Context: an optimization exercise on an open-source flow, tuned for small area and a short achievable clock period. The choices shown serve that exercise and are no tape-out recipe. The RTL was checked by simulation tests, not by an equivalence proof against the original design. Power and IR drop assume default switching activity.

==> flow/design.v <==
module vga_anim (
    input  wire        clk,
    input  wire        rst,           
    input  wire [15:0] script_len,    
    output wire [15:0] script_addr,   
    input  wire [47:0] script_data,   
    output wire        hsync_pin,
    output wire        vsync_pin,
    output wire [5:0]  color,
    output wire [2:0]  fault_code
);
    reg [6:0] h;
    reg [4:0] ly;
    reg [1:0] sl;
    reg       hs;          
    reg       vs;          
    reg       tick;        
    reg [5:0] col;         
    wire h_end     = (h == 7'd83);
    wire line_end  = (h == 7'd68);
    wire visible   = !ly[4];
    wire do_sample = visible && !h[6] && (h[1:0] == 2'd0);
    wire last_line = (ly == 5'd17) && (sl == 2'd2);
    wire [5:0] grid_rdata;
    reg  rst_r;
    wire rr = rst | rst_r;
    always @(posedge clk)
        rst_r <= rst;
    always @(posedge clk) begin
        if (rst_r) begin
            h    <= 7'd70;         
            ly   <= 5'd0;
            sl   <= 2'd0;
        end else begin
            h <= h_end ? 7'd0 : h + 7'd1;
            if (line_end) begin
                if (sl == 2'd2) begin
                    sl <= 2'd0;
                    ly <= (ly == 5'd17) ? 5'd0 : ly + 5'd1;
                end else begin
                    sl <= sl + 2'd1;
                end
            end
        end
    end
    always @(posedge clk) begin
        if (rr) begin
            hs   <= 1'b0;
            vs   <= 1'b0;
            tick <= 1'b0;
            col  <= 6'd0;
        end else begin
            if (h == 7'd72) hs <= 1'b1;
            if (h == 7'd80) hs <= 1'b0;
            if (h == 7'd0) begin
                if (ly == 5'd16 && sl == 2'd2) vs <= 1'b1;     
                if (ly == 5'd17 && sl == 2'd1) vs <= 1'b0;     
            end
            tick <= (h == 7'd67) && last_line;
            if (do_sample)
                col <= grid_rdata;
            else if (h == 7'd64)
                col <= 6'd0;
        end
    end
    wire rst_n;
    io_inv   u_rstn (.a(rst), .y(rst_n));
    io_nand2 u_hs   (.a(rst_n), .b(hs), .y(hsync_pin));
    io_nand2 u_vs   (.a(rst_n), .b(vs), .y(vsync_pin));
    assign color     = rst ? 6'd0 : col;
    localparam F_NONE         = 3'd0;
    localparam F_RECT_X_ORDER = 3'd1;
    localparam F_RECT_Y_ORDER = 3'd2;
    localparam F_RECT_X_RANGE = 3'd3;
    localparam F_RECT_Y_RANGE = 3'd4;
    localparam F_TICK_OVERRUN = 3'd5;
    reg        paint;      
    reg        fault;      
    reg [15:0] idx;        
    reg [15:0] sa;         
    reg [7:0]  wr;
    reg [1:0]  off;        
    reg [3:0]  px, py, rx1, rx2, ry2;
    reg [5:0]  rcol;
    reg [2:0]  fcode;
    wire [16:0] sa_inc = {1'b0, sa} + 17'd1;
    wire [15:0] sa_nxt = (sa_inc >= {1'b0, script_len}) ? 16'd0 : sa_inc[15:0];
    wire        n_end  = (sa == 16'd0);
    assign script_addr = rst ? 16'd0 : sa;
    wire [7:0] s_x1   = script_data[7:0];
    wire [7:0] s_y1   = script_data[15:8];
    wire [7:0] s_x2   = script_data[23:16];
    wire [7:0] s_y2   = script_data[31:24];
    wire [5:0] s_col  = script_data[37:32];
    wire [7:0] s_wait = script_data[47:40];
    wire [2:0] x2_hi = {1'b0, s_x2[3:2]} + {1'b0, off};
    wire       x_out = (s_x2[7:4] != 4'd0) || x2_hi[2];
    wire [2:0] ld_fault = (s_x1 > s_x2)           ? F_RECT_X_ORDER :
                          (s_y1 > s_y2)           ? F_RECT_Y_ORDER :
                          x_out                   ? F_RECT_X_RANGE :
                          (s_y2[7:4] != 4'd0)     ? F_RECT_Y_RANGE : F_NONE;
    wire       ld_ok = (ld_fault == F_NONE);
    wire [3:0] ld_x1 = {s_x1[3:2] + off, s_x1[1:0]};
    wire [3:0] ld_x2 = {s_x2[3:2] + off, s_x2[1:0]};
    wire row_last  = (px == rx2);
    wire rect_last = row_last && (py == ry2);
    wire chain     = !n_end && (s_wait == 8'd0);
    wire idle      = !paint && !fault;
    wire draw      = idle && tick && (wr == 8'd0);
    wire cont      = paint && !tick && rect_last && chain;
    wire do_load   = draw || cont;
    always @(posedge clk) begin
        if (rr) begin
            paint <= 1'b0;
            fault <= 1'b0;
            sa    <= 16'd0;
            fcode <= F_NONE;
        end else begin
            if (do_load) begin
                if (ld_ok) begin
                    paint <= 1'b1;
                    sa    <= sa_nxt;
                end else begin
                    paint <= 1'b0;
                    fault <= 1'b1;
                    fcode <= ld_fault;
                end
            end
            if (paint) begin
                if (tick) begin
                    paint <= 1'b0;
                    fault <= 1'b1;
                    fcode <= F_TICK_OVERRUN;
                    sa    <= idx;
                end else if (rect_last && !chain) begin
                    paint <= 1'b0;
                end
            end
        end
    end
    always @(posedge clk) begin
        if (rst_r) begin
            idx <= 16'd0;
            wr  <= s_wait;
            off <= 2'd0;
        end else begin
            if (idle && tick && wr != 8'd0)
                wr <= wr - 8'd1;
            if (paint && !tick && rect_last) begin
                idx <= sa;
                if (!chain) begin
                    wr  <= s_wait;
                    off <= off + 2'd1;
                end
            end
        end
    end
    always @(posedge clk) begin
        if (do_load) begin
            rx1  <= ld_x1;
            rx2  <= ld_x2;
            ry2  <= s_y2[3:0];
            rcol <= s_col;
            px   <= ld_x1;
            py   <= s_y1[3:0];
        end else if (paint && !tick) begin
            if (!row_last) begin
                px <= px + 4'd1;
            end else begin
                px <= rx1;
                py <= py + 4'd1;
            end
        end
    end
    assign fault_code = fcode;
    wire        we = paint && !tick;
    wire [15:0] rsel, csel;
    wire [5:0]  wdata = rst_r ? 6'd0 : rcol;
    genvar i, j;
    generate
        for (i = 0; i < 16; i = i + 1) begin : g_sel
            assign rsel[i] = rst_r || (we && py == i);
            assign csel[i] = rst_r || (px == i);
        end
    endgenerate
    wire [6*256-1:0] grid_flat;
    generate
        for (i = 0; i < 16; i = i + 1) begin : g_row
            for (j = 0; j < 16; j = j + 1) begin : g_cell
                reg [5:0] q;
                always @(posedge clk)
                    if (rsel[i] && csel[j])
                        q <= wdata;
                assign grid_flat[6*(16*i+j) +: 6] = q;
            end
        end
    endgenerate
    wire [15:0] rs, cs;
    generate
        for (i = 0; i < 16; i = i + 1) begin : g_rsel
            assign rs[i] = (ly[3:0] == i);
            assign cs[i] = (h[5:2] == i);
        end
    endgenerate
    genvar b, p;
    generate
        for (b = 0; b < 6; b = b + 1) begin : g_rbit
            wire [31:0] half;      
            wire [10:0] cn;        
            wire [2:0]  part;
            for (j = 0; j < 16; j = j + 1) begin : g_col
                wire [5:0] tn;
                for (p = 0; p < 5; p = p + 1) begin : g_tri
                    rd_aoi222 u_t (
                        .a1(grid_flat[6*(16*(3*p)+j) + b]),   .a2(rs[3*p]),
                        .b1(grid_flat[6*(16*(3*p+1)+j) + b]), .b2(rs[3*p+1]),
                        .c1(grid_flat[6*(16*(3*p+2)+j) + b]), .c2(rs[3*p+2]),
                        .y(tn[p]));
                end
                rd_nand2 u_l (.a(grid_flat[6*(16*15+j) + b]), .b(rs[15]), .y(tn[5]));
                rd_nand3 u_h0 (.a(tn[0]), .b(tn[1]), .c(tn[2]), .y(half[2*j]));
                rd_nand3 u_h1 (.a(tn[3]), .b(tn[4]), .c(tn[5]), .y(half[2*j+1]));
            end
            for (p = 0; p < 11; p = p + 1) begin : g_ctri
                localparam integer H0 = 3*p;
                localparam integer H1 = (3*p+1 > 31) ? 31 : 3*p+1;
                localparam integer H2 = (3*p+2 > 31) ? 31 : 3*p+2;
                rd_aoi222 u_c (
                    .a1(half[H0]), .a2(cs[H0/2]),
                    .b1(half[H1]), .b2(cs[H1/2]),
                    .c1(half[H2]), .c2(cs[H2/2]),
                    .y(cn[p]));
            end
            rd_nand4 u_p0 (.a(cn[0]), .b(cn[1]), .c(cn[2]),  .d(cn[3]), .y(part[0]));
            rd_nand4 u_p1 (.a(cn[4]), .b(cn[5]), .c(cn[6]),  .d(cn[7]), .y(part[1]));
            rd_nand3 u_p2 (.a(cn[8]), .b(cn[9]), .c(cn[10]), .y(part[2]));
            assign grid_rdata[b] = |part;
        end
    endgenerate
endmodule
module rd_aoi222 (input wire a1, input wire a2, input wire b1, input wire b2,
                  input wire c1, input wire c2, output wire y);
    assign y = ~((a1 & a2) | (b1 & b2) | (c1 & c2));
endmodule
module rd_nand2 (input wire a, input wire b, output wire y);
    assign y = ~(a & b);
endmodule
module rd_nand3 (input wire a, input wire b, input wire c, output wire y);
    assign y = ~(a & b & c);
endmodule
module rd_nand4 (input wire a, input wire b, input wire c, input wire d, output wire y);
    assign y = ~(a & b & c & d);
endmodule
module io_inv (input wire a, output wire y);
    assign y = ~a;
endmodule
module io_nand2 (input wire a, input wire b, output wire y);
    assign y = ~(a & b);
endmodule
==> flow/config.mk <==
export PLATFORM = sky130hd
export DESIGN_NAME = vga_anim
export DESIGN_NICKNAME = vga_anim
export VERILOG_FILES = /design/flow/design.v
export SDC_FILE = /design/flow/constraint.sdc
export NUM_CORES = 4
export LEC_CHECK = 0
export CAP_MARGIN = 20
export CORE_MARGIN = 2
export CORE_UTILIZATION = 45
export SLEW_MARGIN = 20
export SYNTH_HIERARCHICAL = 1
export SYNTH_MINIMUM_KEEP_SIZE = 0
==> flow/constraint.sdc <==
create_clock -name core_clock -period 10.0 [get_ports {clk}]
set_input_delay 2.0000 -clock core_clock [delete_from_list [all_inputs] [get_ports {clk}]]
set_output_delay 2.0000 -clock core_clock [all_outputs]
set_load 0.01 [all_outputs]
standard.sh (not shown) runs the stock make flow with config.mk's settings and CLKGATE_MAP_FILE= SYNTH_SCRIPT=/design/flow/synth_recipe.tcl, a recipe that flattens the netlist after the stock synthesis.
==> flow/flow/run.sh <==
#!/bin/bash
# Standard ORFS layout (the standard.sh, unchanged synthesis) with:
#  - timing repair aiming below the clock period (repair_timing works on every
#    path whose slack is under SETUP_SLACK_MARGIN),
#  - plain buf_1 port buffers (repair resizes them where timing needs it),
#  - larger clock-tree sink clusters (fewer leaf clock buffers),
#  - rst placed among the output pins it gates (flow/io.tcl), so its input
#    buffer can drive the output gates directly,
#  - a max-fanout design rule added to the floorplan's constraints, so that
#    repair_design splits the grid's very wide data nets into smaller ones
#    (the clock period, I/O delays and loads are unchanged).
set -euo pipefail
ARGS=(
  SETUP_SLACK_MARGIN=6.0
  "BUFFER_PORTS_ARGS=-buffer_cell sky130_fd_sc_hd__buf_1"
  CTS_CLUSTER_SIZE=25 CTS_CLUSTER_DIAMETER=90
  IO_CONSTRAINTS=$PWD/flow/io.tcl
)
RES=$PWD/orfs/results/$FLOW_PLATFORM/vga_anim/base
bash standard.sh "${ARGS[@]}" floorplan > standard_floorplan.log 2>&1
echo 'set_max_fanout 80 [current_design]' >> "$RES/2_floorplan.sdc"
bash standard.sh "${ARGS[@]}" finish > standard_finish.log 2>&1
==> flow/flow/io.tcl <==
# Keep rst next to the outputs it gates, so the reset-to-output paths
# (input delay + output delay + a gate) stay short.
set_io_pin_constraint -group -order -region bottom:* -pin_names {
  script_addr[15] script_addr[14] script_addr[13] script_addr[12]
  script_addr[11] script_addr[10] script_addr[9] script_addr[8]
  color[5] color[4] color[3] hsync_pin rst vsync_pin color[2] color[1] color[0]
  script_addr[7] script_addr[6] script_addr[5] script_addr[4]
  script_addr[3] script_addr[2] script_addr[1] script_addr[0]
}
Then changed:
--- a/flow/flow/run.sh
+++ b/flow/flow/run.sh
@@ -12,5 +12,5 @@
 set -euo pipefail
 ARGS=(
-  SETUP_SLACK_MARGIN=6.0
+  SETUP_SLACK_MARGIN=5.65
   "BUFFER_PORTS_ARGS=-buffer_cell sky130_fd_sc_hd__buf_1"
   CTS_CLUSTER_SIZE=25 CTS_CLUSTER_DIAMETER=90
Outcome: The changed run produced a clean layout; setup slack gets better by 0.014 ns; power is about the same; global-route usage decreases by 0.31 points; clock skew came out higher by 0.0063 ns; sequential cell count stays the same; critical path depth stays the same; final area goes down slightly; area after synthesis stays the same; fmax rose slightly; wire length is lower slightly.

## what the ideal ports hide
Ports are ideal in the flow. The routed layouts listed here were re-timed in OpenROAD.
Step 1: set_driving_cell puts a clkbuf_16 on clk and a buf_2 on each other input, an assumption about the parent block.
Step 2 moves the port delays by t, midway between the first and last clock arrival at a register: inputs arrive t later, outputs are due t later. That takes back most of the time a late clock gives input paths.
Three values: ideal, step 1, step 2; two values: the first two.
| run | t (ns) | slack for setup (ns) | hold slack, ns |
|---|---|---|---|
| the first run | 0.751 | 5.444 / 5.401 / 5.378 | 0.474 / 0.474 / 0.474 |
| the second run | 0.763 | 5.458 / 5.413 / 5.243 | 0.466 / 0.466 / 0.466 |
After both steps every run listed still meets setup and hold. For the second run, which loses most, drivers alone change the setup slack by -0.045 ns; drivers and shift together by -0.215 ns.
